Context: an optimization exercise on an open-source flow, tuned for small area, a short achievable clock period and few clock cycles per item. The choices shown serve that exercise and are no tape-out recipe. In this exercise RTL edits were held to simulation tests only and were not proved equivalent to the original.

==> inputs of tundra <==
==> flow/design.v <==
module pdc_timewindow (
    input  wire         clk,
    input  wire         rst,         
    input  wire         in_valid,
    output wire         in_ready,
    input  wire         op,          
    input  wire [3:0]   n,           
    input  wire [703:0] ts,          
    input  wire [31:0]  tspan,       
    output reg          done,
    output reg          err,
    output reg  [63:0]  result
);
    localparam integer NMAX = 11;
    assign in_ready = 1'b1;
    reg          v0;
    reg          op0;
    reg  [3:0]   n0;
    reg  [703:0] ts0;
    reg  [31:0]  t0;
    always @(posedge clk) begin
        v0  <= in_valid & ~rst;
        op0 <= op;
        n0  <= n;
        ts0 <= ts;
        t0  <= tspan;
    end
    function automatic lt64(input [63:0] x, input [63:0] y);
        reg [63:0] l, g, xs, ys;
        integer w, p;
        begin
            xs = {~x[63], x[62:0]};
            ys = {~y[63], y[62:0]};
            l = ~xs & ys;
            g = xs & ~ys;
            for (w = 32; w >= 1; w = w / 2)
                for (p = 0; p < w; p = p + 1) begin
                    l[p] = l[2*p+1] | (~g[2*p+1] & l[2*p]);
                    g[p] = g[2*p+1] | (~l[2*p+1] & g[2*p]);
                end
            lt64 = l[0];
        end
    endfunction
    reg  [NMAX-1:0] b [0:NMAX-1];
    reg  [NMAX-1:0] blw [0:NMAX-1];              
    reg  [3:0]      rank [0:NMAX-1];
    integer         i, j;
    always @* begin
        for (i = 0; i < NMAX; i = i + 1)
            b[i] = {NMAX{1'b0}};
        for (i = 0; i < NMAX; i = i + 1)
            for (j = i + 1; j < NMAX; j = j + 1)
                b[i][j] = lt64(ts0[64*j +: 64], ts0[64*i +: 64]);
        for (i = 0; i < NMAX; i = i + 1) begin
            blw[i] = {NMAX{1'b0}};
            for (j = 0; j < NMAX; j = j + 1) begin
                if (j > i)      blw[i][j] = b[i][j] & (j < n0);
                else if (j < i) blw[i][j] = ~b[j][i] & (j < n0);
            end
        end
        for (i = 0; i < NMAX; i = i + 1)
            rank[i] = ((({3'd0, blw[i][0]} + {3'd0, blw[i][1]}) + ({3'd0, blw[i][2]} + {3'd0, blw[i][3]})) +
                       (({3'd0, blw[i][4]} + {3'd0, blw[i][5]}) + ({3'd0, blw[i][6]} + {3'd0, blw[i][7]}))) +
                      (({3'd0, blw[i][8]} + {3'd0, blw[i][9]}) + {3'd0, blw[i][10]});
    end
    wire        a_big = ~((&ts0[63:41]) | ~(|ts0[63:41]));
    wire [41:0] a_s   = a_big ? {ts0[63], {41{~ts0[63]}}} : ts0[41:0];
    wire signed [43:0] s3  = $signed({{2{a_s[41]}}, a_s}) + $signed({12'd0, t0}) + $signed({11'd0, t0, 1'b0});
    wire        a_lt_t = $signed({a_s[41], a_s}) < $signed({11'd0, t0});
    wire        adj    = a_lt_t & (a_s[1:0] != t0[1:0]);
    wire [36:0] ua = {5'd0, t0};
    wire [36:0] ub = {2'd0, t0, 3'd0};
    wire [36:0] uc = {t0, 5'd0};
    wire [36:0] us = ua ^ ub ^ uc;
    wire [37:0] uk = {(ua & ub) | (ua & uc) | (ub & uc), 1'b0};
    wire [47:0] y  = {1'b0, us, 10'd0} + {uk, 10'd0} - {11'd0, us} - {10'd0, uk}
                   + {21'd0, us[36:10]} + {20'd0, uk[37:10]}
                   - {31'd0, us[36:20]} - {30'd0, uk[37:20]} + 48'd172;
    wire        y_up = (y[18:0] >= 19'd20972);     
    reg          v1;
    reg          op1;
    reg  [3:0]   n1;
    reg  [3:0]   rank1 [0:NMAX-1];
    reg  [703:0] ts1;
    reg  [41:0]  s31;     
    reg          adj1;
    reg  [31:0]  t1;
    reg  [29:0]  y1;      
    reg          y_up1;
    always @(posedge clk) begin
        v1     <= v0 & ~rst;
        op1    <= op0;
        n1     <= n0;
        for (i = 0; i < NMAX; i = i + 1)
            rank1[i] <= rank[i];
        ts1    <= ts0;
        s31    <= s3[43:2];
        adj1   <= adj;
        t1     <= t0;
        y1     <= y[47:18];
        y_up1  <= y_up;
    end
    wire [2:0] k    = (n1 - 4'd1) >> 1;          
    wire       n_ok = (n1 != 4'd0) && (n1 <= NMAX);
    reg  [NMAX-1:0] sel;
    reg  [63:0]     med;
    always @* begin
        med = 64'd0;
        for (i = 0; i < NMAX; i = i + 1) begin
            sel[i] = n_ok && (i < n1) && (rank1[i] == {1'b0, k});
            med = med | ({64{sel[i]}} & ts1[64*i +: 64]);
        end
    end
    wire signed [42:0] d = $signed(s31) + $signed({42'd0, adj1});
    wire        d_neg = d[42];
    wire        d_big = ~d[42] & (|d[41:33]);
    wire [32:0] d_lo  = d[32:0];
    wire [32:0] lo = {1'b0, t1} - {5'd0, y1[29:1]} - {32'd0, y_up1};
    wire [32:0] hi = {1'b0, t1} + {3'd0, y1};
    wire d_lt_lo = d_neg | (~d_big & (d_lo < lo));
    wire d_gt_hi = d_big | (~d_neg & (d_lo > hi));
    wire [32:0] clamped = d_lt_lo ? lo : d_gt_hi ? hi : d_lo;
    always @(posedge clk) begin
        if (rst) begin
            done <= 1'b0;
        end else begin
            done <= v1;
        end
        err    <= ~op1 & ~n_ok;
        result <= op1 ? {31'd0, clamped} : med;
    end
endmodule
==> flow/flow/run.sh <==
#!/bin/bash
# The standard layout (standard.sh) with three changes:
#  - synthesis maps with ABC for area (flow/synth.tcl, flow/area.abc);
#  - ports are buffered with sky130_fd_sc_hd__buf_1 (BUFFER_PORTS_ARGS);
#  - timing repair (repair_timing -setup_margin) aims well below the 25 ns
#    constraint, so that the long paths are sized for the period the design can reach.
# The SDC, the clock period and the I/O constraints are the standard flow's own.
# make's full output goes to flow_make.log here; each ORFS step logs under orfs/logs.
set -euo pipefail
here=$(pwd)
margin=$(cat flow/setup_margin)
export FLOW_ABC_SCRIPT="$here/flow/area.abc"
bash standard.sh SYNTH_SCRIPT="$here/flow/synth.tcl" \
    BUFFER_PORTS_ARGS="-buffer_cell sky130_fd_sc_hd__buf_1" \
    SETUP_SLACK_MARGIN="$margin" finish > flow_make.log 2>&1
==> flow/flow/area.abc <==
strash
dch
map -a
topo
stime -c
==> flow/flow/setup_margin <==
18.5
==> flow/flow/synth.tcl <==
# The standard flow's synthesis script (synth_recipe.tcl), with one change: ABC maps for area
# (strash; dch; map -a) instead of ORFS's speed script. Everything else, the -nofsm
# -noshare synth calls, the flattening and the renaming, is the standard flow's own.
proc synth {args} { yosys synth -nofsm -noshare {*}$args }
proc abc {args} {
  set i [lsearch -exact $args -script]
  if {$i >= 0} { lset args [expr {$i + 1}] $::env(FLOW_ABC_SCRIPT) }
  puts "abc (area script): $args"
  yosys abc {*}$args
}
source $::env(SCRIPTS_DIR)/synth.tcl
# left out here: clear keep_hierarchy, flatten, clean up, hide names made inside functions, write 1_2_yosys.v
==> flow/standard.sh <==
#!/bin/bash
# synth_recipe.tcl (not shown) runs the flow's synth.tcl, then flattens the netlist and writes it again
# the make line also repeats each setting of config.mk as NAME=value (left out here)
make -C /OpenROAD-flow-scripts/flow DESIGN_CONFIG=/design/flow/config.mk WORK_HOME=/design/flow/orfs CLKGATE_MAP_FILE= SYNTH_SCRIPT=/design/flow/synth_recipe.tcl "${@:-finish}"
==> flow/config.mk <==
export PLATFORM = sky130hd
export DESIGN_NAME = pdc_timewindow
export DESIGN_NICKNAME = pdc_timewindow
export VERILOG_FILES = /design/flow/design.v
export SDC_FILE = /design/flow/constraint.sdc
export NUM_CORES = 4
export LEC_CHECK = 0
export CAP_MARGIN = 20
export CORE_MARGIN = 2
export CORE_UTILIZATION = 35
export CTS_CLUSTER_DIAMETER = 70
export CTS_CLUSTER_SIZE = 30
export PLACE_DENSITY = 0.5
export SLEW_MARGIN = 20
==> flow/constraint.sdc <==
create_clock -name core_clock -period 25.0 [get_ports {clk}]
set_input_delay 5.0000 -clock core_clock [delete_from_list [all_inputs] [get_ports {clk}]]
set_output_delay 5.0000 -clock core_clock [all_outputs]
set_load 0.01 [all_outputs]
==> quartz: changes against tundra <==
CAP_MARGIN = 40   (was 20)
CTS_CLUSTER_DIAMETER = 50   (was 70)
CTS_CLUSTER_SIZE = 20   (was 30)
SLEW_MARGIN = 30   (was 20)
==> impl_metrics.toml <==
[status]
outcome = "complete, no violations"

[power_and_ir_drop]
seqPwrFrac_pct = 25.3

[route]
wl_met2_mm = 305.9

[cts]
cts_inserted_buffers = 210

[layout]
stdcell_count = 23840
# the run above: quartz

==> impl_metrics.toml <==
[status]
outcome = "complete, no violations"

[power_and_ir_drop]
seq-power_w = 0.00335
seqPwrFrac_pct = 27.1

[route]
wl_met2_mm = 304.5

[floorplanning]
rows = 213
core-area_um2 = 336600

[logic_synthesis]
synthTopCellsByArea = "dfxtp_1 28%, o21ai_0 10%, nand2_1 9.0%"
# the run above: tundra

Testbench counts of tundra, summed over its fixed seeds: cycles 16,024, items 16,000.
Testbench counts of quartz, summed over its fixed seeds: cycles 16,024, items 16,000.

## afterwards: timing with drivers on the ports
The results above use ideal ports. As a check the final layouts listed here were re-extracted and re-timed, cells and wires unchanged.
Step 1 sets driving cells, clkbuf_16 on the clock port and buf_2 on the other inputs (assumed; they add their load-dependent delay and slew).
Step 2 adds t to the input delays and takes it off the output delays; t is the mean of the earliest and latest rising clock arrival at the registers after step 1. Input paths then give back, and output paths get back, about the clock's delay inside the block.
Three values: ideal ports, drivers, drivers and shift; two values: the first two.
| run | t (ns) | setup slack, ns | worst setup path at the end | clock arrival spread, ns | worst register clock-pin slew, ns |
|---|---|---|---|---|---|
| tundra | 1.060 | 18.382 / 18.286 / 18.382 | register to register | 0.132 / 0.133 | 0.11 / 0.11 |
| quartz | 1.074 | 18.306 / 18.292 / 18.306 | register to register | 0.139 / 0.139 | 0.08 / 0.08 |
After both steps setup and hold are still met in every run listed.
